Background: an optimization exercise with open tools, aiming at small area. Do not read the settings as production practice.
Only simulation tests tie the RTL to the original design; equivalence was not proved.
Power is estimated from default activity; no workload was simulated.

**flow/flow/run.sh**
```bash
#!/bin/bash
# Standard layout, with the port buffers that buffer_ports inserts made the
# smallest buffer of the library instead of clkdlybuf4s50_1.
set -euo pipefail
export BUFFER_PORTS_ARGS="-buffer_cell sky130_fd_sc_hd__buf_1"
bash standard.sh > standard.log 2>&1
```
**flow/standard.sh**
```bash
#!/bin/bash
# synth_recipe.tcl (not shown) runs the flow's synth.tcl, then flattens the netlist and writes it again
# the make line also repeats each setting of config.mk as NAME=value (left out here)
make -C /OpenROAD-flow-scripts/flow DESIGN_CONFIG=/design/flow/config.mk WORK_HOME=/design/flow/orfs CLKGATE_MAP_FILE= SYNTH_SCRIPT=/design/flow/synth_recipe.tcl "${@:-finish}"
```
**flow/config.mk**
```make
export PLATFORM = sky130hd
export DESIGN_NAME = msf60_core
export DESIGN_NICKNAME = msf60_core
export VERILOG_FILES = /design/flow/design.v
export SDC_FILE = /design/flow/constraint.sdc
export NUM_CORES = 4
export LEC_CHECK = 0
export ABC_AREA = 1
export CAP_MARGIN = 20
export CORE_MARGIN = 2
export CORE_UTILIZATION = 60
export CTS_BUF_LIST = sky130_fd_sc_hd__clkbuf_8
export CTS_CLUSTER_DIAMETER = 80
export CTS_CLUSTER_SIZE = 16
export PLACE_DENSITY = 0.75
export SLEW_MARGIN = 20
```
**flow/constraint.sdc**
```tcl
create_clock -name core_clock -period 15.0 [get_ports {clk}]
set_input_delay 3.0000 -clock core_clock [delete_from_list [all_inputs] [get_ports {clk}]]
set_output_delay 3.0000 -clock core_clock [all_outputs]
set_load 0.01 [all_outputs]
```
**flow/design.v**
```verilog
module msf60_fields (
    input  wire [3:0] ck,
    input  wire [7:0] v,
    input  wire       known,
    output wire [8:0] value
);
    reg [3:0] tmask;
    always @* begin
        case (ck)
            4'd2:    tmask = 4'b1111;
            4'd3:    tmask = 4'b0001;
            4'd4:    tmask = 4'b0011;
            4'd5:    tmask = 4'b0000;
            4'd6:    tmask = 4'b0011;
            default: tmask = 4'b0111;
        endcase
    end
    wire [3:0] tens  = v[7:4] & tmask;
    wire [3:0] units = v[3:0] & {ck != 4'd5, 3'b111};
    wire       ok    = known && tens <= 4'd9 && units <= 4'd9;
    wire [7:0] bin   = {tens, 3'b000} + {3'b000, tens, 1'b0} + {4'b0000, units};
    assign value = ok ? {1'b1, bin} : 9'd0;
endmodule
module msf60_core (
    input  wire        clk,
    input  wire        rst,           
    input  wire        cmd_valid,
    output wire        cmd_ready,
    input  wire [63:0] cmd_word,
    output wire        rsp_valid,
    output wire [31:0] rsp_data,
    output wire        acc_valid,
    input  wire        acc_ready,
    output wire [3:0]  acc_kind,
    output wire [8:0]  acc_value,
    output wire        acc_is_valid,
    output wire        acc_track,
    input  wire        acc_answer
);
    localparam [31:0] K_A0     = 32'd150_000;
    localparam [31:0] K_AA     = 32'd250_000;
    localparam [31:0] K_AB     = 32'd350_000;
    localparam [31:0] K_MIN    = 32'd550_000;
    localparam [31:0] K_RUN    = 32'd1_500_000;
    localparam [31:0] K_P450   = 32'd450_000;
    localparam [31:0] K_PMIN   = 32'd650_000;
    localparam [31:0] K_SPIKE0 = 32'd30_000;
    localparam [4:0] S_CLR  = 5'd0;    
    localparam [4:0] S_IDLE = 5'd1;
    localparam [4:0] S_EA   = 5'd2;    
    localparam [4:0] S_EB   = 5'd3;    
    localparam [4:0] S_EW   = 5'd4;    
    localparam [4:0] S_SA   = 5'd5;    
    localparam [4:0] S_SB   = 5'd6;    
    localparam [4:0] S_M1   = 5'd7;    
    localparam [4:0] S_M2   = 5'd8;    
    localparam [4:0] S_P    = 5'd9;    
    localparam [4:0] S_CALL = 5'd10;   
    localparam [4:0] S_FW   = 5'd11;   
    localparam [4:0] S_FC   = 5'd12;   
    localparam [4:0] S_PRE  = 5'd13;   
    localparam [4:0] S_RSP  = 5'd14;   
    localparam [4:0] S_RV   = 5'd15;   
    localparam [4:0] S_RB   = 5'd16;   
    localparam [3:0] T_ZERO = 4'd0;
    localparam [3:0] T_EDGE = 4'd1;
    localparam [3:0] T_DEC  = 4'd2;
    localparam [3:0] T_ADV  = 4'd3;
    localparam [3:0] T_SPK  = 4'd4;
    localparam [3:0] T_QLEN = 4'd5;
    localparam [3:0] T_QMRK = 4'd6;
    localparam [3:0] T_RBUF = 4'd7;
    localparam [3:0] T_RD0  = 4'd8;    
    reg [5:0]  c;
    reg [4:0]  st;
    reg [3:0]  typ;
    reg [5:0]  arg;             
    reg [3:0]  ck;              
    reg [63:0] sk, sa, sb;      
    reg [31:0] t0r, odr, spr;   
    reg [31:0] X;
    reg [5:0]  second;
    reg        have_t0, new_second, new_minute, first_minute, gate_q;
    reg [3:0]  pk, px;          
    reg        dk, ds;          
    reg [3:0]  dc;              
    reg        added;
    reg        mp, m60;         
    reg        md1, md2;
    reg [7:0]  V;               
    reg        K;               
    reg        bw;              
    reg        lt_sp, c150, c250, c350, c550, c1500, le450;
    reg        o150, onz, ole450, ole650;
    wire [4:0] ph   = c[4:0];
    wire       ph0  = ph == 5'd0;
    wire       ph31 = ph == 5'd31;
    wire       c63  = c == 6'd63;
    wire       flag = arg[0];
    wire s59 = second == 6'd59;
    wire s60 = second == 6'd60;
    wire s61 = second == 6'd61;
    wire k_o  = s59 ? sk[63] : s61 ? sk[1] : sk[0];
    wire a_o  = s59 ? sa[63] : s61 ? sa[1] : sa[0];
    wire b_o  = s59 ? sb[63] : s61 ? sb[1] : sb[0];
    wire b_om = s59 ? sb[62] : s61 ? sb[0] : sb[63];    
    wire [7:0] wk = {sk[1], sk[0], sk[63:58]};
    wire [7:0] wa = {sa[1], sa[0], sa[63:58]};
    wire m_now = (&wk) && (wa == 8'b0_111111_0);    
    wire ext = mp ? (s59 | s60 | s61) : (s60 & ~m60);
    wire [5:0] ml = (mp & s59) ? 6'd59 :
                    ((mp & s61) | (s60 & ~mp & m60)) ? 6'd61 : 6'd60;
    wire [3:0] pok = pk & px;
    wire sok = (&pok) & dk & mp;
    wire accept = cmd_valid && cmd_ready;
    wire [7:0] op = cmd_word[63:56];
    wire z_hi = cmd_word[55:40] == 16'd0;
    wire z_im = cmd_word[39:33] == 7'd0;
    wire z_32 = ~cmd_word[32];
    wire z_d  = cmd_word[31:0] == 32'd0;
    reg [3:0] ntyp;
    always @* begin
        ntyp = T_ZERO;
        case (op)
            8'h01: if (z_hi & z_im)               ntyp = T_EDGE;
            8'h02: if (z_hi & z_im & z_d)         ntyp = T_DEC;
            8'h03: if (z_hi & z_im & z_32 & z_d)  ntyp = T_ADV;
            8'h04: if (z_hi & z_im & z_32)        ntyp = T_SPK;
            8'h05: if (z_hi & z_im & z_32 & z_d)  ntyp = T_QLEN;
            8'h06: if (z_hi & z_im & z_d)         ntyp = T_QMRK;
            8'h07: if (z_hi & z_d && cmd_word[39:32] < 8'd7)
                                                  ntyp = T_RD0 + {1'b0, cmd_word[34:32]};
            8'h08: if (z_hi & z_d && cmd_word[39:38] == 2'd0)
                                                  ntyp = T_RBUF;
            default: ;
        endcase
    end
    wire xa = X[0];
    wire d_bit = xa ^ t0r[0] ^ (bw & ~ph0);
    wire bw_n  = ph0 ? (~xa & t0r[0]) : ((~xa & t0r[0]) | (~(xa ^ t0r[0]) & bw));
    function lts;                     
        input prev, a, b;
        lts = (a ^ b) ? b : prev;
    endfunction
    wire commit = have_t0 & ~lt_sp;
    wire gt450  = ~ole450;
    reg       e_wr, e_min, e_ns;
    reg [2:0] e_val;
    always @* begin
        e_wr = 1'b0; e_min = 1'b0; e_ns = 1'b0; e_val = 3'b000;
        if (flag) begin
            if (c1500) e_ns = ~le450;
            else       e_wr = 1'b1;
        end else if (c150) begin
            if (onz & o150)  begin e_wr = 1'b1; e_val = 3'b101; end
            else if (gt450)  begin e_wr = 1'b1; e_val = 3'b100; end
        end else if (c250 & gt450) begin
            e_wr = 1'b1; e_val = 3'b110;
        end else if (c350 & gt450) begin
            e_wr = 1'b1; e_val = 3'b111;
        end else if (c550 & ~ole650) begin
            e_wr = 1'b1; e_val = 3'b111; e_min = 1'b1;
        end else begin
            e_wr = 1'b1;
        end
    end
    wire [5:0] e_slot = e_min ? 6'd0 : second;
    wire ew_now = (st == S_EW) && (~commit || ~e_wr || c == e_slot);
    reg [5:0] f_s, f_e;
    always @* begin
        case (ck)
            4'd2:    begin f_s = 6'd17; f_e = 6'd24; end
            4'd3:    begin f_s = 6'd25; f_e = 6'd29; end
            4'd4:    begin f_s = 6'd30; f_e = 6'd35; end
            4'd5:    begin f_s = 6'd36; f_e = 6'd38; end
            4'd6:    begin f_s = 6'd39; f_e = 6'd44; end
            4'd7:    begin f_s = 6'd45; f_e = 6'd51; end
            default: begin f_s = 6'd53; f_e = 6'd59; end
        endcase
    end
    wire is_dst = ck == 4'd8;
    wire fc_shift = ~is_dst | (c == 6'd54) | (c == 6'd58) | (c == 6'd59);
    wire f_in = is_dst ? ((c == 6'd53 || c == 6'd58) ? k_o : b_om) : a_o;
    wire [8:0] f_val;
    msf60_fields u_fields (.ck(ck), .v(V), .known(K), .value(f_val));
    reg f_valid;
    always @* begin
        case (ck)
            4'd2:    f_valid = pok[0];
            4'd3:    f_valid = pok[1];
            4'd4:    f_valid = &pok[2:0];
            4'd5:    f_valid = pok[2];
            default: f_valid = pok[3];
        endcase
        if (flag) f_valid = sok;
    end
    assign acc_valid    = st == S_CALL;
    assign acc_kind     = ck;
    assign acc_value    = is_dst ? {5'd0, V[1], V[0], V[3], V[2]} : f_val;
    assign acc_is_valid = f_valid;
    assign acc_track    = added;
    wire   fire         = acc_valid && acc_ready;
    wire in_g1 = c >= 6'd17 && c <= 6'd24;
    wire in_g2 = c >= 6'd25 && c <= 6'd35;
    wire in_g3 = c >= 6'd36 && c <= 6'd38;
    wire in_g4 = c >= 6'd39 && c <= 6'd51;
    wire [3:0] in_a = {in_g4, in_g3, in_g2, in_g1};
    wire [3:0] in_b = {c == 6'd57, c == 6'd56, c == 6'd55, c == 6'd54};
    wire in_pos = c >= 6'd1 && c <= 6'd8;
    wire in_neg = c >= 6'd9 && (s59 ? c <= 6'd15 : c <= 6'd16);
    wire run_first = c == 6'd1 || c == 6'd9;
    wire one_r   = sk[0] & sb[0];
    wire zero_pr = sk[63] & ~sb[63];
    wire [5:0] status = {gate_q, have_t0, first_minute, 1'b0, new_minute, new_second};
    wire [4:0] d5 = ds ? (5'd0 - {1'b0, dc}) : {1'b0, dc};
    wire [8:0] dut1_r = {dk, {3{d5[4]}}, d5} & {9{dk}};
    wire [7:0] par_r = {pk[3], pok[3], pk[2], pok[2], pk[1], pok[1], pk[0], pok[0]};
    reg src;
    always @* begin
        src = 1'b0;
        case (typ)
            T_EDGE, T_RD0: src = ph < 5'd6 && status[ph[2:0]];
            T_DEC:  src = (ph == 5'd0 && ext) || (ph == 5'd1 && ext && sok);
            T_QLEN: src = ph < 5'd6 && ml[ph[2:0]];
            T_QMRK: src = ph == 5'd0 && mp;
            T_RBUF: src = ph < 5'd4 && (ph[1] ? (ph[0] ? arg[2] : arg[0]) : (ph[0] ? arg[2] : arg[1]));
            4'd9:   src = ph < 5'd6 && second[ph[2:0]];
            4'd10:  src = t0r[0];
            4'd11:  src = odr[0];
            4'd12:  src = spr[0];
            4'd13:  src = ph < 5'd8 && par_r[ph[2:0]];
            4'd14:  src = ph < 5'd9 && dut1_r[ph[3:0]];
            default: src = 1'b0;
        endcase
    end
    reg xin;
    always @* begin
        case (st)
            S_EA:              xin = d_bit;
            S_EB, S_SA, S_SB:  xin = xa;
            default:           xin = src;
        endcase
    end
    assign cmd_ready = (st == S_IDLE) && ph31;
    assign rsp_valid = st == S_RV;
    assign rsp_data  = X;
    wire clr = st == S_CLR;
    wire s_wr = ew_now && commit && e_wr;
    wire [2:0] s_in = clr ? 3'b000 : s_wr ? e_val : {sk[0], sa[0], sb[0]};
    wire t0_in = clr ? 1'b0 : (st == S_EA) ? xa : t0r[0];
    wire od_in = clr ? 1'b0 : (st == S_EB && commit) ? xa : odr[0];
    wire sp_in = clr ? K_SPIKE0[ph] : (st == S_SB && c150) ? xa : spr[0];
    always @(posedge clk) begin
        sk  <= {s_in[2], sk[63:1]};
        sa  <= {s_in[1], sa[63:1]};
        sb  <= {s_in[0], sb[63:1]};
        t0r <= {t0_in, t0r[31:1]};
        odr <= {od_in, odr[31:1]};
        spr <= {sp_in, spr[31:1]};
        X   <= accept ? cmd_word[31:0] : {xin, X[31:1]};
        bw  <= bw_n;
        md1 <= m_now;
        md2 <= md1;
        if (c == second)
            mp <= (typ == T_QMRK) ? (flag ? m_now : md1) : md2;
        if (c == 6'd59)
            m60 <= m_now;
    end
    always @(posedge clk) begin
        if (st == S_EA)
            lt_sp <= lts(ph0 ? 1'b0 : lt_sp, d_bit, spr[0]);
        if (st == S_EB || st == S_SA)
            c150  <= lts(ph0 ? 1'b0 : c150,  xa, K_A0[ph]);
        if (st == S_EB) begin
            c250   <= lts(ph0 ? 1'b0 : c250,   xa, K_AA[ph]);
            c350   <= lts(ph0 ? 1'b0 : c350,   xa, K_AB[ph]);
            c550   <= lts(ph0 ? 1'b0 : c550,   xa, K_MIN[ph]);
            c1500  <= lts(ph0 ? 1'b0 : c1500,  xa, K_RUN[ph]);
            le450  <= lts(ph0 ? 1'b1 : le450,  xa, K_P450[ph]);
            o150   <= lts(ph0 ? 1'b0 : o150,   odr[0], K_A0[ph]);
            ole450 <= lts(ph0 ? 1'b1 : ole450, odr[0], K_P450[ph]);
            ole650 <= lts(ph0 ? 1'b1 : ole650, odr[0], K_PMIN[ph]);
            onz    <= (ph0 ? 1'b0 : onz) | odr[0];
        end
    end
    always @(posedge clk) begin
        if (rst) begin
            c            <= 6'd0;
            st           <= S_CLR;
            second       <= 6'd0;
            have_t0      <= 1'b0;
            new_second   <= 1'b0;
            new_minute   <= 1'b0;
            first_minute <= 1'b1;
            gate_q       <= 1'b0;
            pk           <= 4'd0;
            dk           <= 1'b0;
        end else begin
            c <= c + 6'd1;
            case (st)
                S_CLR: if (c63) st <= S_IDLE;
                S_IDLE: if (accept) begin
                    typ <= ntyp;
                    arg <= cmd_word[37:32];
                    case (ntyp)
                        T_EDGE: st <= S_EA;
                        T_SPK:  st <= S_SA;
                        T_DEC: begin
                            added <= 1'b0;
                            if (first_minute) st <= S_M1;
                            else begin ck <= 4'd0; st <= S_CALL; end
                        end
                        T_QLEN, T_QMRK: st <= S_M1;
                        T_RBUF: st <= S_RB;
                        T_ADV: begin
                            if (new_minute) begin
                                if (first_minute & gate_q) begin
                                    ck <= 4'd10; st <= S_CALL;
                                end else begin
                                    gate_q <= 1'b0; second <= 6'd0; st <= S_PRE;
                                end
                            end else begin
                                second <= (second >= 6'd61) ? 6'd0 : second + 6'd1;
                                st <= S_PRE;
                            end
                        end
                        default: st <= S_PRE;
                    endcase
                end
                S_EA: if (ph31) st <= S_EB;
                S_EB: if (ph31) st <= S_EW;
                S_EW: if (ew_now) begin
                    have_t0    <= 1'b1;
                    new_second <= commit & e_ns;
                    new_minute <= commit & e_min;
                    st <= S_PRE;
                end
                S_SA: if (ph31) st <= S_SB;
                S_SB: if (ph31) st <= S_RSP;
                S_RB: if (c == arg) begin
                    arg[2:0] <= {sk[0], sa[0], sb[0]};
                    st <= S_PRE;
                end
                S_M1: if (c63) st <= S_M2;
                S_M2: if (c63) begin
                    if (typ == T_DEC) begin
                        if (ext) st <= S_P;
                        else begin gate_q <= 1'b0; st <= S_RSP; end
                    end else st <= S_RSP;
                end
                S_P: begin
                    if (c == 6'd0) begin
                        pk <= 4'b1111; px <= 4'b0000;
                        dk <= 1'b1; ds <= 1'b0; dc <= 4'd0;
                    end else begin
                        if (|(in_a | in_b)) begin
                            pk <= pk & ~((in_a | in_b) & {4{~k_o}});
                            px <= px ^ ((in_a & {4{a_o}}) | (in_b & {4{b_o}}));
                        end
                        if (in_pos | in_neg) begin
                            if (~sk[0] || (one_r && zero_pr && ~run_first) ||
                                (c == 6'd9 && one_r && dc != 4'd0))
                                dk <= 1'b0;
                            if (one_r) dc <= dc + 4'd1;
                            if (c == 6'd9 && one_r) ds <= 1'b1;
                        end
                    end
                    if (c63) begin ck <= 4'd1; st <= S_CALL; end
                end
                S_CALL: if (fire) begin
                    case (ck)
                        4'd0: begin added <= acc_answer; st <= S_M1; end
                        4'd8: ck <= 4'd9;
                        4'd9: begin gate_q <= flag ? sok : dk; st <= S_PRE; end
                        4'd10: begin
                            if (acc_answer) first_minute <= 1'b0;
                            gate_q <= 1'b0;
                            second <= 6'd0;
                            st <= S_PRE;
                        end
                        default: begin ck <= ck + 4'd1; st <= S_FW; end
                    endcase
                end
                S_FW: if (c == f_s) begin
                    V  <= {V[6:0], f_in};
                    K  <= k_o;
                    st <= S_FC;
                end
                S_FC: begin
                    if (fc_shift) V <= {V[6:0], f_in};
                    K <= K & k_o;
                    if (c == f_e) st <= S_CALL;
                end
                S_PRE: if (ph31) st <= S_RSP;
                S_RSP: if (ph31) st <= S_RV;
                S_RV:  st <= S_IDLE;
                default: st <= S_IDLE;
            endcase
        end
    end
endmodule
```
==> notes.md, run 1 <==
During synthesis, Yosys emitted a total of 2 warnings. The wire length after detailed routing came out at 29500 um. The initial antenna violation count came out at 0. The buffer depth of the longest clock path came out at 3.

Summing all multi-input logic gate instances after layout gives around 4500 um2. The final critical path time including I/O delays and setup came out at slightly below 7 ns. The number of unique standard cell types used by synthesis is 53. When the netlist entered floorplanning its net count stood at 1574.

The worst setup path is of the flop to output pin kind. The number of clock buffers added by TritonCTS is 28. The routability-driven placement congestion ratio is approximately 1.0.

The layout-stage area growth over the synthesis result is 8.67%. Entering global routing, the biggest net connects 44 pins. The number of diodes added for antenna fixing is 0. Measured along the y axis, the die boundary spans between 150 and 200 um. Setup total negative slack on the finished layout was measured at 0 ns. The count of nets left with antenna violations once routing finished came out at 0.

The portion of the post-synthesis area used by sequential elements is 0.616. The number of iterations in the first detailed-routing pass came out at 5. Across the VDD grid, the largest voltage drop is 0.000113 V. OpenSTA, run right after detailed placement, puts the worst setup slack at about 9 ns. The total power per unit cell area came out at between 100 and 150 nW/um2. The number of global-route vias before repair came to 9690. In this run the number of H-tree levels came out at 1. Along the worst hold path, the cell count comes to 0. The number of hold-repair buffers added at the cts stage came out at 0. The final routed DRC violation total is 0. The sequential cell area came out at about 8400 um2. The main combinational cell family by area after synthesis is simple AND/OR/NAND/NOR gates. The number of failing setup endpoints in the final timing report is 0. Setup slack on the worst reg-to-reg path comes out at around 11 ns. The mapped netlist covers 13600 um2. The worst hold path begins at t0r[19]$_DFF_P_.

The floorplan has 55 rows. The die is 155 um wide. The max capacitance violation total came out at 0. The critical path goes through inv_1 -> ha_1 -> o21ai_2 -> inv_1 -> nor2_1 -> nand2_1 -> nand2_1 -> nand2_1 -> inv_2 -> fa_1 -> inv_1 -> fa_1 -> o21a_1 -> xor2_1 -> nor2_1 -> buf_1.

The clock arrives with roughly 0.053 ns of skew. Dividing the detail-routed via count by the number of cells gives around 5.4. TritonCTS built the clock tree. For hold timing, the worst endpoint is t0r[18]$_DFF_P_.

The number of synthesized register bits is around 400. The synthesized instance count came out at roughly 1500. The filler cells instantiated in the layout total 1836. The number of sinks on the clock net is slightly below 400.

The final max-slew violation count was 0. The compound-cell area share of the yosys netlist came to 0.0856. The worst register-to-register path begins at c[2]$_SDFF_PP0_. In this run the critical register-to-register path is captured at ck[3]$_DFFE_PP_. The worst setup path is captured at an output pin. The average detailed-routed wire length per instance is 15.5 um. The count of instances resized after the clock tree is built came out at 0.

The net count reported at finish came out at around 1700. The slowest stage of the critical path is the sky130_fd_sc_hd__fa_1 cell. The depth of the most critical reg-to-reg path came out at 9.

The run finished with no timing, DRC or antenna violations. The fraction of layout instances using a drive strength above 1 came out at 0.0577. The actual slew at the worst max-slew pin came out at about 1.1 ns. For this run, the total global-route usage over all layers was measured as 0.250. Counting flops with a built-in enable in the synthesized netlist gives 46. For this run, the leading register cell type out of synthesis is sky130_fd_sc_hd__dfxtp_1. The setup fix buffers added after clock tree synthesis came out at 0. The fraction of the mapped netlist area in simple logic gates is 0.201.

In this run the tightest slew margin relative to its limit is 0.279. The worst-skew pair later-pin latency is around 0.62 ns. Along the worst path, the maximum fanout reaches 8. The critical path arrival is 3.82 ns.

For this run the aggregate overflow at the end of global routing stands at 0. The worst setup slack after layout came out at 8.18 ns. The number of buffers added on ports is between 100 and 150. The min-delay analysis places its worst path in the category flop to flop. After synthesis, the share of cell area in mux cells is 0. The data required time at the worst endpoint came out at about 12 ns.

The final hold violation count is 0. Of the total synthesized cell area, the portion taken by XOR and XNOR cells is 0.0135. The floorplan step defined a core boundary enclosing around 22000 um2. Of the available clock period, the critical path in the final layout requires 0.455. The total via count in the routed design came out at between 10000 and 15000. The top-level I/O count came out at 119. The full die area is approximately 24000 um2. The async set-or-reset flop fraction in the synthesized netlist came out at 0. The initial standard-cell utilization of the core is 0.607. The mean area per synthesized cell came out at 9.22 um2.

The global-route wire length before repair is ~48000 um. The top achievable clock speed is between 0.1 and 0.15 GHz. The CTS root buffer is sky130_fd_sc_hd__clkbuf_8. The leakage power figure is around 6.2 nW. For this run, the slowest stage of the critical path takes around 0.57 ns.

Setup repair after global routing left no endpoint under its margin. Clock-pin slew was measured on the worst setup and hold paths at approximately 0.12 ns. The arithmetic-cell share of the synthesized area counting full adders, half adders and majority gates came out at 0.0268. For this block, the initial DRC count from the detailed router was around 730.

STA classifies the critical path startpoint as a flop. The placed wire-length estimate came out at 21300 um.
## Yosys cell counts (3+ instances only)
master,number,area share
sky130_fd_sc_hd__a221oi_1,3,0.0019
sky130_fd_sc_hd__o211ai_1,10,0.0055
sky130_fd_sc_hd__nor2_2,9,0.0041
sky130_fd_sc_hd__xor2_1,20,0.013
sky130_fd_sc_hd__o41ai_1,3,0.0019
sky130_fd_sc_hd__o22ai_1,14,0.0064
sky130_fd_sc_hd__nor2_1,168,0.046
sky130_fd_sc_hd__nand3_2,3,0.0022
sky130_fd_sc_hd__o2111ai_1,4,0.0026
sky130_fd_sc_hd__a31oi_1,12,0.0055
sky130_fd_sc_hd__o21ai_0,62,0.023
sky130_fd_sc_hd__nand2_1,296,0.082
sky130_fd_sc_hd__dfxtp_1,350,0.51
sky130_fd_sc_hd__ha_1,26,0.024
sky130_fd_sc_hd__edfxtp_1,46,0.10
sky130_fd_sc_hd__o31ai_1,8,0.0044
sky130_fd_sc_hd__inv_2,22,0.0061
sky130_fd_sc_hd__a21oi_1,54,0.020
sky130_fd_sc_hd__or2_2,4,0.0018
sky130_fd_sc_hd__a211oi_1,4,0.0022
sky130_fd_sc_hd__nand3_1,59,0.022
sky130_fd_sc_hd__nand2_2,9,0.0041
sky130_fd_sc_hd__buf_2,9,0.0033
sky130_fd_sc_hd__nand4_1,16,0.0074
sky130_fd_sc_hd__o21ai_2,3,0.0019
sky130_fd_sc_hd__o21ai_1,12,0.0044
sky130_fd_sc_hd__nor3_1,39,0.014
sky130_fd_sc_hd__nor4_1,12,0.0055
sky130_fd_sc_hd__inv_1,152,0.042
sky130_fd_sc_hd__clkbuf_1,14,0.0039
## cell type report
type | count | area share
inverter | 176 | 0.0447
sequential | 396 | 0.567
timing repair buffer | 123 | 0.0323
multi-input combinational | 879 | 0.301
tap | 285 | 0.0241
clock inverter | 9 | 0.00490
clock buffer | 28 | 0.0260
## report_power, final
group | switching [mW] | internal [mW] | total, mW
logic | 0.132 | 0.0605 | 0.192
clock network | 0.307 | 0.189 | 0.496
registers | 0.0485 | 1.21 | 1.26
total | 0.487 | 1.46 | 1.95
## state kept, by name, indices dropped and copies added, names as in the netlist, 5 cells and up
signal and flops:
sa 64, sb 64, sk 64, X 32
odr 32, spr 32, t0r 32, V 8
arg 6, c 6, second 6, st 5
## cells by family after synthesis
group | Yosys count
adder cells (fa/ha/maj) | 28
AND/OR/NAND/NOR | 631
XOR/XNOR | 21
flip-flops | 396
buffers and inverters | 202
AO/OA/AOI/OAI | 199
## metrics by stage
stage	util	cell area [um2]	std cells	power, mW	hold WS, ns
floorplan	-	13600	1477	1.40	0.310
global placement	0.639	14300	1858	1.46	0.310
detailed placement	0.639	14300	1859	1.47	0.312
CTS	0.660	14800	1896	1.96	0.307
global route	0.660	14800	1896	2.04	0.321
finish	0.660	14800	1896	1.95	0.299
## worst max-delay path: cells and delay by family (launching register included)
kind | cells | cell delay [ns]
buffers and inverters | 5 | 0.52
AO/OA/AOI/OAI | 2 | 0.38
XOR/XNOR | 1 | 0.14
adder cells (fa/ha/maj) | 3 | 1.36
AND/OR/NAND/NOR | 5 | 0.33
flip-flops | 1 | 0.47
## cells in the final DEF, fill, tap and decap left out, drive strengths merged, types with 20 or more instances in the layout
master / count
dfxtp: 350
nand2: 305
nor2: 181
inv: 181
buf: 123
o21ai: 77
nand3: 62
a21oi: 54
edfxtp: 46
nor3: 41
clkbuf: 28
ha: 26
xor2: 20
## how the worst max path moves through the flow
| stage | slack, ns | cells past startpoint | startpoint | endpoint |
|---|---|---|---|---|
| 2_1_floorplan | 8.99 | 16 | ck[0]$_DFFE_PP_ | acc_value[6] |
| 3_3_place_gp | 8.96 | 16 | ck[0]$_DFFE_PP_ | acc_value[6] |
| 3_5_place_dp | 8.84 | 16 | ck[0]$_DFFE_PP_ | acc_value[6] |
| 4_1_cts | 8.14 | 16 | ck[0]$_DFFE_PP_ | acc_value[6] |
| 5_1_grt | 7.93 | 18 | ck[0]$_DFFE_PP_ | acc_value[7] |
| 6_report | 8.18 | 16 | ck[0]$_DFFE_PP_ | acc_value[6] |
## layer usage
metal | vias up | global-route usage | share of wire
met5 | - | 0 | 0
met4 | 0 | 0.0899 | 0.029
met3 | 75 | 0.0457 | 0.074
met2 | 410 | 0.395 | 0.44
met1 | 4679 | 0.349 | 0.46
li1 | 5049 | - | -
==> run 2, diff against run 1 <==
--- a/flow/design.v
+++ b/flow/design.v
@@ -70,11 +70,16 @@
     localparam [3:0] T_QLEN = 4'd5;
     localparam [3:0] T_QMRK = 4'd6;
     localparam [3:0] T_RBUF = 4'd7;
-    localparam [3:0] T_RD0  = 4'd8;    
+    localparam [3:0] T_RDRG = 4'd8;
+    localparam [3:0] C_STAT = 4'd0;
+    localparam [3:0] C_DEC  = 4'd9;
+    localparam [3:0] C_ZERO = 4'd10;
+    localparam [3:0] C_QLEN = 4'd11;
+    localparam [3:0] C_QMRK = 4'd12;
+    localparam [3:0] C_RBUF = 4'd13;
     reg [5:0]  c;
     reg [4:0]  st;
-    reg [3:0]  typ;
-    reg [5:0]  arg;             
+    reg        flag;            
     reg [3:0]  ck;              
     reg [63:0] sk, sa, sb;      
     reg [31:0] t0r, odr, spr;   
@@ -96,7 +101,6 @@
     wire       ph0  = ph == 5'd0;
     wire       ph31 = ph == 5'd31;
     wire       c63  = c == 6'd63;
-    wire       flag = arg[0];
     wire s59 = second == 6'd59;
     wire s60 = second == 6'd60;
     wire s61 = second == 6'd61;
@@ -128,9 +132,8 @@
             8'h04: if (z_hi & z_im & z_32)        ntyp = T_SPK;
             8'h05: if (z_hi & z_im & z_32 & z_d)  ntyp = T_QLEN;
             8'h06: if (z_hi & z_im & z_d)         ntyp = T_QMRK;
-            8'h07: if (z_hi & z_d && cmd_word[39:32] < 8'd7)
-                                                  ntyp = T_RD0 + {1'b0, cmd_word[34:32]};
-            8'h08: if (z_hi & z_d && cmd_word[39:38] == 2'd0)
+            8'h07: if (z_hi & z_d)                ntyp = T_RDRG;
+            8'h08: if (z_hi & z_d)
                                                   ntyp = T_RBUF;
             default: ;
         endcase
@@ -218,18 +221,18 @@
     reg src;
     always @* begin
         src = 1'b0;
-        case (typ)
-            T_EDGE, T_RD0: src = ph < 5'd6 && status[ph[2:0]];
-            T_DEC:  src = (ph == 5'd0 && ext) || (ph == 5'd1 && ext && sok);
-            T_QLEN: src = ph < 5'd6 && ml[ph[2:0]];
-            T_QMRK: src = ph == 5'd0 && mp;
-            T_RBUF: src = ph < 5'd4 && (ph[1] ? (ph[0] ? arg[2] : arg[0]) : (ph[0] ? arg[2] : arg[1]));
-            4'd9:   src = ph < 5'd6 && second[ph[2:0]];
-            4'd10:  src = t0r[0];
-            4'd11:  src = odr[0];
-            4'd12:  src = spr[0];
-            4'd13:  src = ph < 5'd8 && par_r[ph[2:0]];
-            4'd14:  src = ph < 5'd9 && dut1_r[ph[3:0]];
+        case (ck)
+            C_STAT: src = ph < 5'd6 && status[ph[2:0]];
+            C_DEC:  src = (ph == 5'd0 && ext) || (ph == 5'd1 && ext && sok);
+            C_QLEN: src = ph < 5'd6 && ml[ph[2:0]];
+            C_QMRK: src = ph == 5'd0 && mp;
+            C_RBUF: src = ph < 5'd4 && (ph[1] ? (ph[0] ? V[2] : V[0]) : (ph[0] ? V[2] : V[1]));
+            4'd1:   src = ph < 5'd6 && second[ph[2:0]];
+            4'd2:   src = t0r[0];
+            4'd3:   src = odr[0];
+            4'd4:   src = spr[0];
+            4'd5:   src = ph < 5'd8 && par_r[ph[2:0]];
+            4'd6:   src = ph < 5'd9 && dut1_r[ph[3:0]];
             default: src = 1'b0;
         endcase
     end
@@ -262,7 +265,7 @@
         md1 <= m_now;
         md2 <= md1;
         if (c == second)
-            mp <= (typ == T_QMRK) ? (flag ? m_now : md1) : md2;
+            mp <= (ck == C_QMRK) ? (flag ? m_now : md1) : md2;
         if (c == 6'd59)
             m60 <= m_now;
     end
@@ -300,18 +303,26 @@
             case (st)
                 S_CLR: if (c63) st <= S_IDLE;
                 S_IDLE: if (accept) begin
-                    typ <= ntyp;
-                    arg <= cmd_word[37:32];
+                    flag <= cmd_word[32];
+                    V    <= cmd_word[39:32];
+                    ck   <= C_ZERO;
                     case (ntyp)
-                        T_EDGE: st <= S_EA;
+                        T_EDGE: begin ck <= C_STAT; st <= S_EA; end
                         T_SPK:  st <= S_SA;
                         T_DEC: begin
                             added <= 1'b0;
-                            if (first_minute) st <= S_M1;
+                            if (first_minute) begin ck <= C_DEC; st <= S_M1; end
                             else begin ck <= 4'd0; st <= S_CALL; end
                         end
-                        T_QLEN, T_QMRK: st <= S_M1;
-                        T_RBUF: st <= S_RB;
+                        T_QLEN: begin ck <= C_QLEN; st <= S_M1; end
+                        T_QMRK: begin ck <= C_QMRK; st <= S_M1; end
+                        T_RBUF: if (cmd_word[39:38] == 2'd0) begin
+                            ck <= C_RBUF; st <= S_RB;
+                        end else st <= S_PRE;
+                        T_RDRG: begin
+                            if (cmd_word[39:32] < 8'd7) ck <= cmd_word[35:32];
+                            st <= S_PRE;
+                        end
                         T_ADV: begin
                             if (new_minute) begin
                                 if (first_minute & gate_q) begin
@@ -337,13 +348,13 @@
                 end
                 S_SA: if (ph31) st <= S_SB;
                 S_SB: if (ph31) st <= S_RSP;
-                S_RB: if (c == arg) begin
-                    arg[2:0] <= {sk[0], sa[0], sb[0]};
+                S_RB: if (c == V[5:0]) begin
+                    V[2:0] <= {sk[0], sa[0], sb[0]};
                     st <= S_PRE;
                 end
                 S_M1: if (c63) st <= S_M2;
                 S_M2: if (c63) begin
-                    if (typ == T_DEC) begin
+                    if (ck == C_DEC) begin
                         if (ext) st <= S_P;
                         else begin gate_q <= 1'b0; st <= S_RSP; end
                     end else st <= S_RSP;
@@ -369,7 +380,7 @@
                 end
                 S_CALL: if (fire) begin
                     case (ck)
-                        4'd0: begin added <= acc_answer; st <= S_M1; end
+                        4'd0: begin added <= acc_answer; ck <= C_DEC; st <= S_M1; end
                         4'd8: ck <= 4'd9;
                         4'd9: begin gate_q <= flag ? sok : dk; st <= S_PRE; end
                         4'd10: begin
--- a/flow/config.mk
+++ b/flow/config.mk
@@ -8,9 +8,9 @@
 export ABC_AREA = 1
 export CAP_MARGIN = 20
 export CORE_MARGIN = 2
-export CORE_UTILIZATION = 60
+export CORE_UTILIZATION = 70
 export CTS_BUF_LIST = sky130_fd_sc_hd__clkbuf_8
-export CTS_CLUSTER_DIAMETER = 80
-export CTS_CLUSTER_SIZE = 16
-export PLACE_DENSITY = 0.75
+export CTS_CLUSTER_DIAMETER = 60
+export CTS_CLUSTER_SIZE = 14
+export PLACE_DENSITY = 0.8
 export SLEW_MARGIN = 20
==> run 2 against run 1 <==
Effect of this change:
- clock skew down 0.0033 ns
- power grew 10%
- hold slack worse by 0.0095 ns
- global-route usage grew 12 points
- synthesized area down 1.3%
- combinational power increased by 22%
- critical path depth down 3
- maximum frequency rose by 1.6%
- still clean
- largest cell class unchanged
==> notes.md, run 2 <==
The aggregate global routing overflow came out at 0 (unchanged). The stage delay of the slowest cell on the critical path came out at 0.56 ns (was 0.57 ns). The number of global-route vias before repair came to 10900 (was 9690). The power consumption is 2.15 mW (was 1.95 mW). The fraction of layout instances using a drive strength above 1 is 0.0569 (was 0.0577).

The number of sinks on the clock net came out at 387 (was 396). The final routed DRC violation total came out at 0 (unchanged). The iteration-0 DRC count of the detailed router came out at 1442 (was 728).

The top-level I/O count came to 119 (unchanged). RSZ-0062 raised after global routing: no (unchanged). The CTS root buffer is sky130_fd_sc_hd__clkbuf_8 (unchanged). The leakage power figure was 6.38 nW (was 6.24 nW).

The number of failing setup endpoints in the final timing report is 0 (unchanged). The element type at the critical path start is a flop (unchanged). The worst-skew pair later-pin latency is 0.58 ns (was 0.62 ns).

The setup fix buffers added after clock tree synthesis came out at 0 (unchanged). The reg2reg setup slack came out at 11.34 ns (was 10.82 ns). The final max-slew violation count is 0 (unchanged). The clock slew seen by the registers of the worst setup and hold paths came out at 0.10 ns (was 0.12 ns). The number of unique standard cell types used by synthesis was 50 (was 53). The height of the die came out at 143 um (was 155 um). The endpoint of the worst register-to-register path is lt_sp$_SDFFCE_PN0P_ (was ck[3]$_DFFE_PP_). The full die area is 20300 um2 (was 23900 um2).

The wire length after detailed routing came out at 37000 um (was 29500 um). The number of synthesized flops with an enable pin is 37 (was 46). The clock skew after layout came out at 0.0495 ns (was 0.0528 ns).

The synthesized instance count came out at 1503 (was 1477). The post-route fraction of the period consumed by the critical path came out at 0.447 (was 0.455). The portion of the post-synthesis area used by sequential elements came out at 0.604 (was 0.616). The count of yosys warnings during synthesis came out at 2 (unchanged). The average detailed-routed wire length per instance is 19.6 um (was 15.5 um).

Regs by FF count: sa x64, sb x64, sk x64 (unchanged). List of most frequent post-synthesis cells: sky130_fd_sc_hd__dfxtp_1, sky130_fd_sc_hd__nand2_1, sky130_fd_sc_hd__nor2_1 (unchanged). The critical path arrival is 3.71 ns (was 3.82 ns). The number of synthesized register bits was 387 (was 396). The initial antenna violation count is 0 (unchanged).

The highest net fanout along the worst path came out at 5 (was 8). The most repeated cell in the gate-level netlist after synthesis was sky130_fd_sc_hd__dfxtp_1 (unchanged). Status: no timing/DRC/antenna violations (unchanged). The cell area after synthesis came out at 13400 um2 (was 13600 um2). The actual slew at the worst max-slew pin came out at 0.851 ns (was 1.07 ns). The classification of the worst setup path is flop to output pin (unchanged). The clock buffer count from CTS came out at 35 (was 28). The layout-stage area growth over the synthesis result came out at 9.72% (was 8.67%). The overall global routing resource usage is 0.368 (was 0.250). The synthesized netlist net count was 1600 (was 1574). The number of iterations in the first detailed-routing pass is 8 (was 5). Commonest cells after routing, fill and taps aside: sky130_fd_sc_hd__dfxtp_1, sky130_fd_sc_hd__nand2_1, sky130_fd_sc_hd__inv_1 (was sky130_fd_sc_hd__dfxtp_1, sky130_fd_sc_hd__nand2_1, sky130_fd_sc_hd__nor2_1). Synth area leaders: sky130_fd_sc_hd__dfxtp_1, sky130_fd_sc_hd__nand2_1, sky130_fd_sc_hd__edfxtp_1 (was sky130_fd_sc_hd__dfxtp_1, sky130_fd_sc_hd__edfxtp_1, sky130_fd_sc_hd__nand2_1). The final hold violation count is 0 (unchanged). The placeable core region is 18800 um2 (was 22400 um2). The data required time at the worst endpoint came out at 12.00 ns (about the same). The clock tree from TritonCTS was done (unchanged).

The placed wire-length estimate came out at 27000 um (was 21300 um). The beginning of the worst register-to-register path is c[0]$_SDFF_PP0_ (was c[2]$_SDFF_PP0_). The routability-driven placement congestion ratio is 1.02 (was 1.01). The die outline width is 143 um (was 155 um).

The most common library cell in the layout ignoring fill and taps is sky130_fd_sc_hd__dfxtp_1 (unchanged). The setup total negative slack is 0 ns (unchanged). The mean area per synthesized cell came out at 8.94 um2 (was 9.22 um2). The worst path buffer plus inverter count was 4 (was 5).

The number of hold-repair buffers added at the cts stage is 0 (unchanged). The max capacitance violation total is 0 (unchanged). The worst hold path cell count came out at 0 (unchanged). The worst voltage drop across the vdd grid came to 0.000165 V (was 0.000113 V). The critical path's slowest cell is sky130_fd_sc_hd__fa_1 (unchanged). The headroom to the max-slew limit came out at 0.430 (was 0.279).

The flip-flop cell with the highest count after synthesis is sky130_fd_sc_hd__dfxtp_1 (unchanged). The number of diodes added for antenna fixing is 0 (unchanged). The launch instance of the worst min-delay path is t0r[6]$_DFF_P_ (was t0r[19]$_DFF_P_). The total number of placement rows is 50 (was 55). The top achievable clock speed is 0.149 GHz (was 0.147 GHz). The pin count of the biggest net entering global routing came out at 47 (was 44). Cell breakdown of the critical path: inv_1 -> ha_1 -> inv_1 -> nor2_1 -> nor2_1 -> a21oi_1 -> fa_1 -> inv_1 -> fa_1 -> o21a_1 -> xor2_1 -> nor2_1 -> buf_1 (was inv_1 -> ha_1 -> o21ai_2 -> inv_1 -> nor2_1 -> nand2_1 -> nand2_1 -> nand2_1 -> inv_2 -> fa_1 -> inv_1 -> fa_1 -> o21a_1 -> xor2_1 -> nor2_1 -> buf_1). The H-tree depth reported by CTS was 2 (was 1). The count of instances resized after the clock tree is built was 0 (unchanged). The class of the tightest hold or removal check is flop to flop (unchanged). The net count reported at finish came to 1736 (was 1701).

The post-route antenna net violation count is 0 (unchanged). The number of buffers added on ports came out at 118 (unchanged). The depth of the most critical reg-to-reg path is 11 (was 9). The area share of the largest cell type after synthesis is 0.521 (was 0.515).

The buffer depth of the longest clock path came to 3 (unchanged). The post-synthesis cell type with the largest combined area is sky130_fd_sc_hd__dfxtp_1 (unchanged). The endpoint of the worst hold path is t0r[5]$_DFF_P_ (was t0r[18]$_DFF_P_). The detailed-route vias per instance is 5.92 (was 5.39). The global-route wire length before repair is 57200 um (was 48400 um).

The critical path endpoint category is an output pin (unchanged). The final critical path time including I/O delays and setup came to 6.71 ns (was 6.82 ns). The initial standard-cell utilization of the core is 0.716 (was 0.607).

The total power per unit cell area is 146 nW/um2 (was 132 nW/um2). The cell type group with the largest total delay on the critical path is adder cells (unchanged). The async set-or-reset flop fraction in the synthesized netlist came to 0 (unchanged). The total via count in the routed design is 11200 (was 10200).
[run 2: metal layers]
| layer | part of all wire | GRT usage | up-vias |
|---|---|---|---|
| met1 | 0.38 | 0.451 | 5068 |
| met3 | 0.11 | 0.0915 | 177 |
| met5 | 0 | 0 | - |
| met4 | 0.057 | 0.189 | 0 |
| met2 | 0.46 | 0.606 | 767 |
| li1 | - | - | 5149 |
[run 2: layout make-up]
class                      instances  area, um2
timing repair buffer             125        495
clock buffer                      35        482
tap                              234        293
sequential                       387       8120
inverter                         180        676
fill                            1201       4030
multi-input combinational        910       4530
clock inverter                    15        148
[run 2: kinds of logic (layout without fill, tap and decap cells)]
| kind of cell | Yosys count | after routing | synth area share |
|---|---|---|---|
| xor+xnor | 12 | 12 | 0.00782 |
| compound gates | 210 | 210 | 0.0918 |
| fa+ha+maj | 28 | 28 | 0.0272 |
| buf+inv | 206 | 355 | 0.0586 |
| simple gates | 660 | 660 | 0.210 |
| flops | 387 | 387 | 0.604 |
[run 2: worst max path at each step]
stage,to,cells past startpoint,slack (ns),start
4_1_cts,acc_value[6],13,8.33,ck[1]$_DFFE_PP_
6_report,acc_value[6],13,8.29,ck[1]$_DFFE_PP_
3_3_place_gp,acc_value[6],14,9.05,ck[0]$_DFFE_PP_
2_1_floorplan,acc_value[6],13,9.24,ck[0]$_DFFE_PP_
5_1_grt,acc_value[5],15,8.05,ck[0]$_DFFE_PP_
3_5_place_dp,acc_value[6],13,8.93,ck[1]$_DFFE_PP_
[run 2: where the power goes]
group	switching, mW	internal [mW]	total (mW)
logic	0.161	0.0726	0.234
clock network	0.338	0.257	0.595
registers	0.0848	1.23	1.32
total	0.584	1.56	2.15
[run 2: through the flow]
stage	instance area, um2	instances	hold WS [ns]	util	worst slack (ns)
floorplan	13400	1503	0.310	-	9.24
global placement	14100	1836	0.311	0.752	9.05
detailed placement	14100	1836	0.312	0.752	8.93
CTS	14700	1886	0.310	0.786	8.33
global route	14700	1886	0.312	0.786	8.05
finish	14700	1886	0.289	0.786	8.29
[run 2: worst reg2reg max path: stages, from the launching register on]
cell and delay (ns):
sky130_fd_sc_hd__dfxtp_1 0.30, sky130_fd_sc_hd__buf_4 0.22, sky130_fd_sc_hd__inv_1 0.46, sky130_fd_sc_hd__ha_1 0.40
sky130_fd_sc_hd__nand2_1 0.13, sky130_fd_sc_hd__nor2_1 0.58, sky130_fd_sc_hd__inv_1 0.45, sky130_fd_sc_hd__nand2_1 0.22
sky130_fd_sc_hd__xor2_1 0.22, sky130_fd_sc_hd__nor2_1 0.09, sky130_fd_sc_hd__o31ai_1 0.32, sky130_fd_sc_hd__inv_1 0.09
==> run 3, diff against run 2 <==
--- a/flow/config.mk
+++ b/flow/config.mk
@@ -8,9 +8,9 @@
 export ABC_AREA = 1
 export CAP_MARGIN = 20
 export CORE_MARGIN = 2
-export CORE_UTILIZATION = 70
+export CORE_UTILIZATION = 60
 export CTS_BUF_LIST = sky130_fd_sc_hd__clkbuf_8
-export CTS_CLUSTER_DIAMETER = 60
-export CTS_CLUSTER_SIZE = 14
-export PLACE_DENSITY = 0.8
+export CTS_CLUSTER_DIAMETER = 80
+export CTS_CLUSTER_SIZE = 16
+export PLACE_DENSITY = 0.75
 export SLEW_MARGIN = 20
==> run 3 against run 2 <==
Effect of this change:
- global-route usage shrank 10 points
- via count shrank 6.8%
- largest cell class unchanged
- critical path depth grew 2
- register-to-register slack gained 0.33 ns
==> notes.md, run 3 <==
The logic gate share of total power came out at 0.111 (was 0.109). The post-route antenna net violation count is 0 (unchanged). The summed area of non-filler cells in the final layout was 14600 um2 (was 14700 um2). The setup total negative slack came to 0 ns (unchanged). The clock slew seen by the registers of the worst setup and hold paths came out at 0.12 ns (was 0.10 ns). The cell internal power dissipation is 1.48 mW (was 1.56 mW). The proportion of power drawn by flip-flops and latches came to 0.647 (was 0.614). The setup fix buffers added after clock tree synthesis came to 0 (unchanged). The synthesized instance count is 1503 (unchanged). The total power per unit cell area is 137 nW/um2 (was 146 nW/um2). Synth area leaders: sky130_fd_sc_hd__dfxtp_1, sky130_fd_sc_hd__nand2_1, sky130_fd_sc_hd__edfxtp_1 (unchanged). The full die area is 23600 um2 (was 20300 um2). The final hold violation count was 0 (unchanged).

The mean area per synthesized cell is 8.94 um2 (unchanged). The initial standard-cell utilization of the core is 0.614 (was 0.716). The post-synthesis cell type with the largest combined area is sky130_fd_sc_hd__dfxtp_1 (unchanged). The global-route wire length before repair is 50400 um (was 57200 um). The final routed DRC violation total is 0 (unchanged). The worst hold path cell count is 0 (unchanged).

The max capacitance violation total came to 0 (unchanged). The CTS root buffer was sky130_fd_sc_hd__clkbuf_8 (unchanged). Regs by FF count: sa x64, sb x64, sk x64 (unchanged). The number of synthesized register bits came to 387 (unchanged). RSZ-0062 raised after global routing: no (unchanged). The worst voltage drop across the vdd grid came to 0.000117 V (was 0.000165 V). The total via count in the routed design came to 10400 (was 11200). The clock skew after layout came out at 0.0302 ns (was 0.0495 ns). The buffer depth of the longest clock path is 3 (unchanged). The number of synthesized flops with an enable pin is 37 (unchanged). Commonest cells after routing, fill and taps aside: sky130_fd_sc_hd__dfxtp_1, sky130_fd_sc_hd__nand2_1, sky130_fd_sc_hd__inv_1 (unchanged). The cell area after synthesis came to 13400 um2 (unchanged). The number of buffers added on ports was 118 (unchanged).

The switching power of the nets was 0.521 mW (was 0.584 mW). The count of yosys warnings during synthesis came out at 2 (unchanged). The routability-driven placement congestion ratio is 0.976 (was 1.02). The number of sinks on the clock net came out at 387 (unchanged). The die outline width came out at 154 um (was 143 um). Status: no timing/DRC/antenna violations (unchanged). The headroom to the max-slew limit came out at 0.310 (was 0.430).

The pin count of the biggest net entering global routing came out at 47 (unchanged). The stage delay of the slowest cell on the critical path came out at 0.48 ns (was 0.56 ns). The most common library cell in the layout ignoring fill and taps is sky130_fd_sc_hd__dfxtp_1 (unchanged). The number of unique standard cell types used by synthesis came to 50 (unchanged). The layout-stage area growth over the synthesis result came out at 8.86% (was 9.72%). The classification of the worst setup path was flop to output pin (unchanged).

The actual slew at the worst max-slew pin came out at 1.03 ns (was 0.851 ns). The iteration-0 DRC count of the detailed router came out at 1104 (was 1442). The detailed-route vias per instance was 5.41 (was 5.92). Cell breakdown of the critical path: inv_1 -> ha_1 -> inv_1 -> nor2_1 -> nor2_1 -> a21oi_1 -> ha_1 -> ha_1 -> a21oi_1 -> inv_1 -> a31oi_1 -> or2_2 -> nand2_1 -> nor2_1 -> buf_1 (was inv_1 -> ha_1 -> inv_1 -> nor2_1 -> nor2_1 -> a21oi_1 -> fa_1 -> inv_1 -> fa_1 -> o21a_1 -> xor2_1 -> nor2_1 -> buf_1). The worst setup slack after layout came out at 8.24 ns (was 8.29 ns).

The post-route fraction of the period consumed by the critical path is 0.450 (was 0.447). The placement-stage worst setup slack is 8.93 ns (about the same). The top-level I/O count came out at 119 (unchanged). The cell area reported after detailed placement is 14200 um2 (was 14100 um2).

The class of the tightest hold or removal check is flop to flop (unchanged). The count of instances resized after the clock tree is built came out at 0 (unchanged). The worst-skew pair later-pin latency came out at 0.61 ns (was 0.58 ns). The number of failing setup endpoints in the final timing report is 0 (unchanged). The height of the die came out at 154 um (was 143 um). The most repeated cell in the gate-level netlist after synthesis is sky130_fd_sc_hd__dfxtp_1 (unchanged). The final max-slew violation count is 0 (unchanged). The average detailed-routed wire length per instance is 16.3 um (was 19.6 um). The clock tree from TritonCTS is done (unchanged). The overall global routing resource usage was 0.264 (was 0.368). The area share of the largest cell type after synthesis came to 0.521 (unchanged). The async set-or-reset flop fraction in the synthesized netlist is 0 (unchanged). The switching share of total power is 0.260 (was 0.272). The clock power share is 0.242 (was 0.277).

The fraction of layout instances using a drive strength above 1 is 0.0506 (was 0.0569). The placeable core region came out at 21900 um2 (was 18800 um2). The depth of the most critical reg-to-reg path came out at 12 (was 11). The number of iterations in the first detailed-routing pass came out at 8 (unchanged).

The H-tree depth reported by CTS was 1 (was 2). The number of global-route vias before repair is 9791 (was 10900). The aggregate global routing overflow came out at 0 (unchanged). The element type at the critical path start is a flop (unchanged). The flip-flop cell with the highest count after synthesis is sky130_fd_sc_hd__dfxtp_1 (unchanged). The net count reported at finish is 1729 (was 1736). The clock buffer count from CTS is 28 (was 35).

The critical path endpoint category is an output pin (unchanged). The portion of the post-synthesis area used by sequential elements is 0.604 (unchanged). The placed wire-length estimate is 23100 um (was 27000 um). The number of hold-repair buffers added at the cts stage is 0 (unchanged). List of most frequent post-synthesis cells: sky130_fd_sc_hd__dfxtp_1, sky130_fd_sc_hd__nand2_1, sky130_fd_sc_hd__nor2_1 (unchanged). The number of diodes added for antenna fixing is 0 (unchanged).

The highest net fanout along the worst path came out at 5 (unchanged). The initial antenna violation count was 0 (unchanged). The critical path arrival is 3.76 ns (was 3.71 ns).

The count of fill cells added during filler insertion is 1798 (was 1201). The total number of placement rows came out at 54 (was 50). The critical path's slowest cell is sky130_fd_sc_hd__edfxtp_1 (was sky130_fd_sc_hd__fa_1). The worst slack on hold paths is 0.312 ns (was 0.289 ns). The data required time at the worst endpoint came out at 12.00 ns (about the same).

The wire length after detailed routing came out at 31300 um (was 37000 um). The top achievable clock speed came out at 0.148 GHz (was 0.149 GHz). The synthesized netlist net count came out at 1600 (unchanged). The leakage power figure is 6.30 nW (was 6.38 nW). The final critical path time including I/O delays and setup is 6.76 ns (was 6.71 ns).
-- run 3: cell counts after synthesis --
Identical to the previous run, type by type.
-- run 3: layout make-up --
type	instances	area [um2]	area share
Clock buffer	29	399	0.0273
Clock inverter	10	56.3	0.00385
Inverter	180	676	0.0462
Multi-Input combinational cell	910	4530	0.310
Sequential cell	387	8120	0.555
Tap cell	280	350	0.0240
Timing Repair Buffer	125	495	0.0339
-- run 3: metrics by stage --
step                      std cells  power [mW]   util
after floorplan                1503        1.44      -
after global placement         1882        1.53  0.647
after detailed placement       1882        1.54  0.647
after CTS                      1921        2.01  0.668
after global routing           1921        2.10  0.668
final                          1921        2.00  0.668
-- run 3: per-layer routing --
metal	global-route usage	share of wire	vias up
li1	-	-	5150
met1	0.382	0.45	4719
met2	0.402	0.43	447
met3	0.0479	0.086	83
met4	0.0909	0.035	0
met5	0	0	-
-- run 3: critical path: cells and delay by family, from the launching register on --
family,cells,cell delay (ns)
adders and majority gates,3,0.84
and+or+nand+nor,5,0.74
AOI/OAI and AO/OA,3,0.65
DFF,1,0.48
buffers and inverters,4,0.44
-- run 3: path summary, 6_finish.rpt --
check,from,end,slack [ns]
max,ck[1]$_DFFE_PP_,acc_value[5],8.24
min,odr[2]$_DFF_P_,odr[1]$_DFF_P_,0.31
max reg2reg,c[0]$_SDFF_PP0_,lt_sp$_SDFFCE_PN0P_,11.67
min reg2reg,odr[2]$_DFF_P_,odr[1]$_DFF_P_,0.31
-- run 3: kinds of logic (layout without fill, tap and decap cells) --
logic type	count (synthesis)	count (layout)	synth area share
flops	387	387	0.604
fa+ha+maj	28	28	0.0272
xor+xnor	12	12	0.00782
compound gates	210	210	0.0918
simple gates	660	660	0.210
buf+inv	206	344	0.0586
-- run 3: power by group through the flow --
stage / Combinational, mW / Clock (mW) / Sequential, mW
floorplan: 0.147 / 0 / 1.30
global placement: 0.216 / 0 / 1.31
detailed placement: 0.218 / 0 / 1.32
CTS: 0.219 / 0.496 / 1.30
global route: 0.251 / 0.532 / 1.32
finish: 0.223 / 0.484 / 1.30
==> run 4, diff against run 3 <==
==> flow/flow/run.sh (replaced) <==
#!/bin/bash
# The standard layout (standard.sh), with two changes:
# - synthesis maps with an area-only ABC script and leaves adders to ABC
#   (flow/synth_wrap.tcl, which sources synth_recipe.tcl unchanged otherwise);
# - the port buffers that buffer_ports inserts are the library's smallest
#   buffer, sky130_fd_sc_hd__buf_1.
# Make's output goes to standard.log; ORFS keeps each step's log under orfs/logs.
set -euo pipefail
here=$(cd "$(dirname "${BASH_SOURCE[0]}")" && pwd)
export FLOW_SYNTH_TCL="$PWD/synth_recipe.tcl"
export BUFFER_PORTS_ARGS="-buffer_cell sky130_fd_sc_hd__buf_1"
bash standard.sh SYNTH_SCRIPT="$here/synth_wrap.tcl" finish > standard.log 2>&1
==> flow/flow/abc_min_area.script (new file) <==
strash
&get -n
&st
&dch
&nf -a -R 1000
&put
mfs2
strash
&get -n
&st
&dch
&nf -a -R 1000
&put
mfs2
strash
&get -n
&st
&dch
&nf -a -R 1000
&put
mfs2
strash
&get -n
&st
&dch
&nf -a -R 1000
&put
mfs2
strash
&get -n
&st
&dch
&nf -a -R 1000
&put
topo
==> flow/flow/synth_wrap.tcl (new file) <==
# Runs the standard flow's synthesis script (synth_recipe.tcl) unchanged, except that the
# technology mapping call of ORFS's synth.tcl uses an area-only ABC script.
set ::flow_abc_script [file normalize [file join [file dirname [info script]] abc_min_area.script]]

proc abc {args} {
  set i [lsearch -exact $args -script]
  if { $i >= 0 && [regexp {abc_(area|speed)\.script$} [lindex $args [expr {$i + 1}]]] } {
    lset args [expr {$i + 1}] $::flow_abc_script
    puts "flow: mapping with $::flow_abc_script"
  }
  yosys abc {*}$args
}
# Leave adders to ABC rather than mapping them to the fa/ha cells first.
set ::env(ADDER_MAP_FILE) ""
source $::env(FLOW_SYNTH_TCL)
==> run 4 against run 3 <==
Effect of this change:
- die area shrank 10%
- largest power group unchanged
- flip-flop and latch count is the same
- combinational power grew 39%
- hold slack gained 0.0014 ns
- sequential share of layout area grew 5.6 points
- critical endpoint unchanged
- via count shrank 18%
==> notes.md, run 4 <==
The initial antenna violation count came to 0 (unchanged). The post-route fraction of the period consumed by the critical path was 0.425 (was 0.450). The non-filler instance count after layout came out at 1488 (was 1921). Synth area leaders: sky130_fd_sc_hd__dfxtp_1, sky130_fd_sc_hd__edfxtp_1, sky130_fd_sc_hd__mux2_1 (was sky130_fd_sc_hd__dfxtp_1, sky130_fd_sc_hd__nand2_1, sky130_fd_sc_hd__edfxtp_1).

The element type at the critical path start is a flop (unchanged). The number of synthesized register bits is 387 (unchanged). The detailed-route vias per instance came out at 5.70 (was 5.41). The mean area per synthesized cell is 11.3 um2 (was 8.94 um2). The pin count of the biggest net entering global routing was 36 (was 47). The global-route wire length before repair came to 41000 um (was 50400 um). The setup fix buffers added after clock tree synthesis is 0 (unchanged). The data required time at the worst endpoint is 12.00 ns (about the same).

The cell area after synthesis came out at 12000 um2 (was 13400 um2). The die outline width is 146 um (was 154 um). The worst-skew pair later-pin latency is 0.60 ns (was 0.61 ns). The number of iterations in the first detailed-routing pass is 5 (was 8). The actual slew at the worst max-slew pin came to 1.07 ns (was 1.03 ns). The final hold violation count is 0 (unchanged). The average detailed-routed wire length per instance was 17.3 um (was 16.3 um). The total via count in the routed design came out at 8486 (was 10400). The cell type group with the largest total delay on the critical path is simple AND/OR/NAND/NOR gates (was adder cells). The synthesized instance count was 1064 (was 1503).

The summed area of non-filler cells in the final layout came out at 13300 um2 (was 14600 um2). The critical path's slowest cell is sky130_fd_sc_hd__edfxtp_1 (unchanged). The most common library cell in the layout ignoring fill and taps is sky130_fd_sc_hd__dfxtp_1 (unchanged). The clock slew seen by the registers of the worst setup and hold paths is 0.11 ns (was 0.12 ns). The height of the die came out at 146 um (was 154 um). The placeable core region is 19600 um2 (was 21900 um2). The net count reported at finish is 1284 (was 1729). The top-level I/O count came out at 119 (unchanged). The iteration-0 DRC count of the detailed router is 861 (was 1104). The cell area reported after detailed placement is 12800 um2 (was 14200 um2). The overall global routing resource usage was 0.238 (was 0.264). The leakage power figure came out at 4.90 nW (was 6.30 nW). The clock skew after layout was 0.0304 ns (was 0.0302 ns). The synthesized netlist net count came out at 1133 (was 1600). The highest net fanout along the worst path is 8 (was 5). The number of sinks on the clock net is 387 (unchanged).

The post-route antenna net violation count was 0 (unchanged). The worst path buffer plus inverter count came out at 1 (was 4). The async set-or-reset flop fraction in the synthesized netlist is 0 (unchanged). The total number of placement rows came to 51 (was 54). The clock tree from TritonCTS is done (unchanged). The number of global-route vias before repair is 7853 (was 9791). The final routed DRC violation total is 0 (unchanged).

The total power per unit cell area came out at 149 nW/um2 (was 137 nW/um2). The most repeated cell in the gate-level netlist after synthesis was sky130_fd_sc_hd__dfxtp_1 (unchanged). The count of instances resized after the clock tree is built is 0 (unchanged). The aggregate global routing overflow came to 0 (unchanged). The number of synthesized flops with an enable pin is 37 (unchanged). The layout-stage area growth over the synthesis result is 10.3% (was 8.86%). The number of failing setup endpoints in the final timing report came out at 0 (unchanged). The CTS root buffer is sky130_fd_sc_hd__clkbuf_8 (unchanged). Status: no timing/DRC/antenna violations (unchanged).

Commonest cells after routing, fill and taps aside: sky130_fd_sc_hd__dfxtp_1, sky130_fd_sc_hd__buf_1, sky130_fd_sc_hd__nor2_1 (was sky130_fd_sc_hd__dfxtp_1, sky130_fd_sc_hd__nand2_1, sky130_fd_sc_hd__inv_1). The buffer depth of the longest clock path came to 3 (unchanged). The count of placed standard cells including taps came out at 1450 (was 1882). The placed wire-length estimate came out at 18300 um (was 23100 um). The class of the tightest hold or removal check is flop to flop (unchanged). The initial standard-cell utilization of the core came to 0.614 (about the same). The portion of the post-synthesis area used by sequential elements came out at 0.675 (was 0.604). The number of hold-repair buffers added at the cts stage is 0 (unchanged). The critical path endpoint category is an output pin (unchanged). The number of buffers added on ports came to 117 (was 118). The number of unique standard cell types used by synthesis came to 54 (was 50).

The stage delay of the slowest cell on the critical path is 0.54 ns (was 0.48 ns). The setup total negative slack came out at 0 ns (unchanged). The wire length after detailed routing is 25700 um (was 31300 um).

The headroom to the max-slew limit came out at 0.286 (was 0.310). The post-synthesis cell type with the largest combined area was sky130_fd_sc_hd__dfxtp_1 (unchanged). The number of diodes added for antenna fixing came to 0 (unchanged). The clock buffer count from CTS came out at 28 (unchanged).

The full die area came out at 21200 um2 (was 23600 um2). The final critical path time including I/O delays and setup is 6.38 ns (was 6.76 ns). The area share of the largest cell type after synthesis came out at 0.582 (was 0.521). The H-tree depth reported by CTS came out at 1 (unchanged).

The top achievable clock speed is 0.157 GHz (was 0.148 GHz). The worst voltage drop across the vdd grid is 0.000142 V (was 0.000117 V). List of most frequent post-synthesis cells: sky130_fd_sc_hd__dfxtp_1, sky130_fd_sc_hd__nor2_1, sky130_fd_sc_hd__nand2_1 (was sky130_fd_sc_hd__dfxtp_1, sky130_fd_sc_hd__nand2_1, sky130_fd_sc_hd__nor2_1).

Cell breakdown of the critical path: nand2b_1 -> nor2_1 -> nand2_1 -> o21ai_0 -> a21oi_1 -> xnor2_1 -> nand2_1 -> xor2_1 -> nor2_1 -> o21ai_0 -> a21oi_1 -> buf_1 (was inv_1 -> ha_1 -> inv_1 -> nor2_1 -> nor2_1 -> a21oi_1 -> ha_1 -> ha_1 -> a21oi_1 -> inv_1 -> a31oi_1 -> or2_2 -> nand2_1 -> nor2_1 -> buf_1). Regs by FF count: sa x64, sb x64, sk x64 (unchanged). The critical path arrival came out at 3.38 ns (was 3.76 ns).

The count of yosys warnings during synthesis was 2 (unchanged). The max capacitance violation total was 0 (unchanged). RSZ-0062 raised after global routing: no (unchanged).

The flip-flop cell with the highest count after synthesis is sky130_fd_sc_hd__dfxtp_1 (unchanged). The fraction of layout instances using a drive strength above 1 was 0.0303 (was 0.0506). The routability-driven placement congestion ratio came out at 0.977 (was 0.976). The classification of the worst setup path is flop to output pin (unchanged). The final max-slew violation count is 0 (unchanged).
## run 4: cell count changes in the layout (fill, tap and decap cells not counted), sizes merged, moves of 11 or more
cell,previous run,this run
clkinv,4,21
ha,26,0
inv,186,8
mux2,0,36
nand2,321,94
nand2b,0,11
nand3,84,30
nor2,184,107
nor2b,0,16
nor4,11,22
o21ai,79,61
xnor2,1,26
## run 4: kinds of logic after synthesis
| kind of cell | Yosys count | share of synthesized area |
|---|---|---|
| compound gates | 208 | 0.107 |
| xor+xnor | 41 | 0.0298 |
| buf+inv | 21 | 0.00717 |
| flops | 387 | 0.675 |
| mux | 42 | 0.0387 |
| other cells | 1 | 0.000312 |
| simple gates | 364 | 0.143 |
## run 4: per-stage QoR
step,hold WS (ns),total power [mW],utilization,worst slack (ns)
global route,0.326,2.07,0.678,8.31
detailed placement,0.312,1.52,0.655,9.09
floorplan,0.310,1.41,-,9.58
global placement,0.310,1.52,0.655,9.22
CTS,0.313,1.99,0.678,8.64
finish,0.314,1.98,0.678,8.62
## run 4: cell type report
| cell class | count | area, um2 |
|---|---|---|
| clock buffers | 28 | 385 |
| well taps | 265 | 332 |
| clock inverters | 10 | 58.8 |
| fillers | 1534 | 6310 |
| multi-input cells | 656 | 3830 |
| repair buffers | 123 | 484 |
| flip-flops and latches | 387 | 8120 |
| inverters | 19 | 71.3 |
## run 4: metal layers
| metal | vias to the layer above | part of all wire | track usage |
|---|---|---|---|
| li1 | 4086 | - | - |
| met1 | 3933 | 0.45 | 0.346 |
| met2 | 398 | 0.44 | 0.362 |
| met3 | 69 | 0.080 | 0.0398 |
| met4 | 0 | 0.034 | 0.0848 |
| met5 | - | 0 | 0 |
## run 4: final timing paths
kind	from	to	slack (ns)	cells past startpoint
setup / recovery	ck[3]$_DFFE_PP_	acc_value[5]	8.62	12
hold / removal	spr[22]$_DFF_P_	spr[21]$_DFF_P_	0.31	0
setup reg to reg	c[4]$_SDFF_PP0_	st[3]$_SDFFE_PP0P_	10.72	10
hold reg to reg	spr[22]$_DFF_P_	spr[21]$_DFF_P_	0.31	0
## run 4: power breakdown
part	switching [mW]	internal, mW
clock	0.298	0.174
combinational	0.194	0.116
sequential	0.0624	1.14

## separate check: timing with driven ports
No port has a modelled driver above. Below, the same layouts with a new extraction and two added sets of constraints. Step 1, drivers: a clkbuf_16 drives clk and a buf_2 each remaining input, both assumed. Step 2 moves the port delays by t, midway between the first and last clock arrival at a register: inputs arrive t later, outputs are due t later. That takes back most of the time a late clock gives input paths. a / b / c = ideal ports / drivers / drivers and shift; a / b = the first two.
run	t (ns)	setup WS [ns]	worst setup path after step 2	clock arrival spread, ns
run 1	0.631	8.181 / 8.141 / 8.771	register to output	0.056 / 0.055
run 2	0.594	8.291 / 8.250 / 8.844	register to output	0.060 / 0.060
run 3	0.635	8.243 / 8.200 / 8.835	register to output	0.037 / 0.037
run 4	0.619	8.625 / 8.587 / 9.068	input to register	0.030 / 0.031
After both steps setup and hold are still met in every run listed.
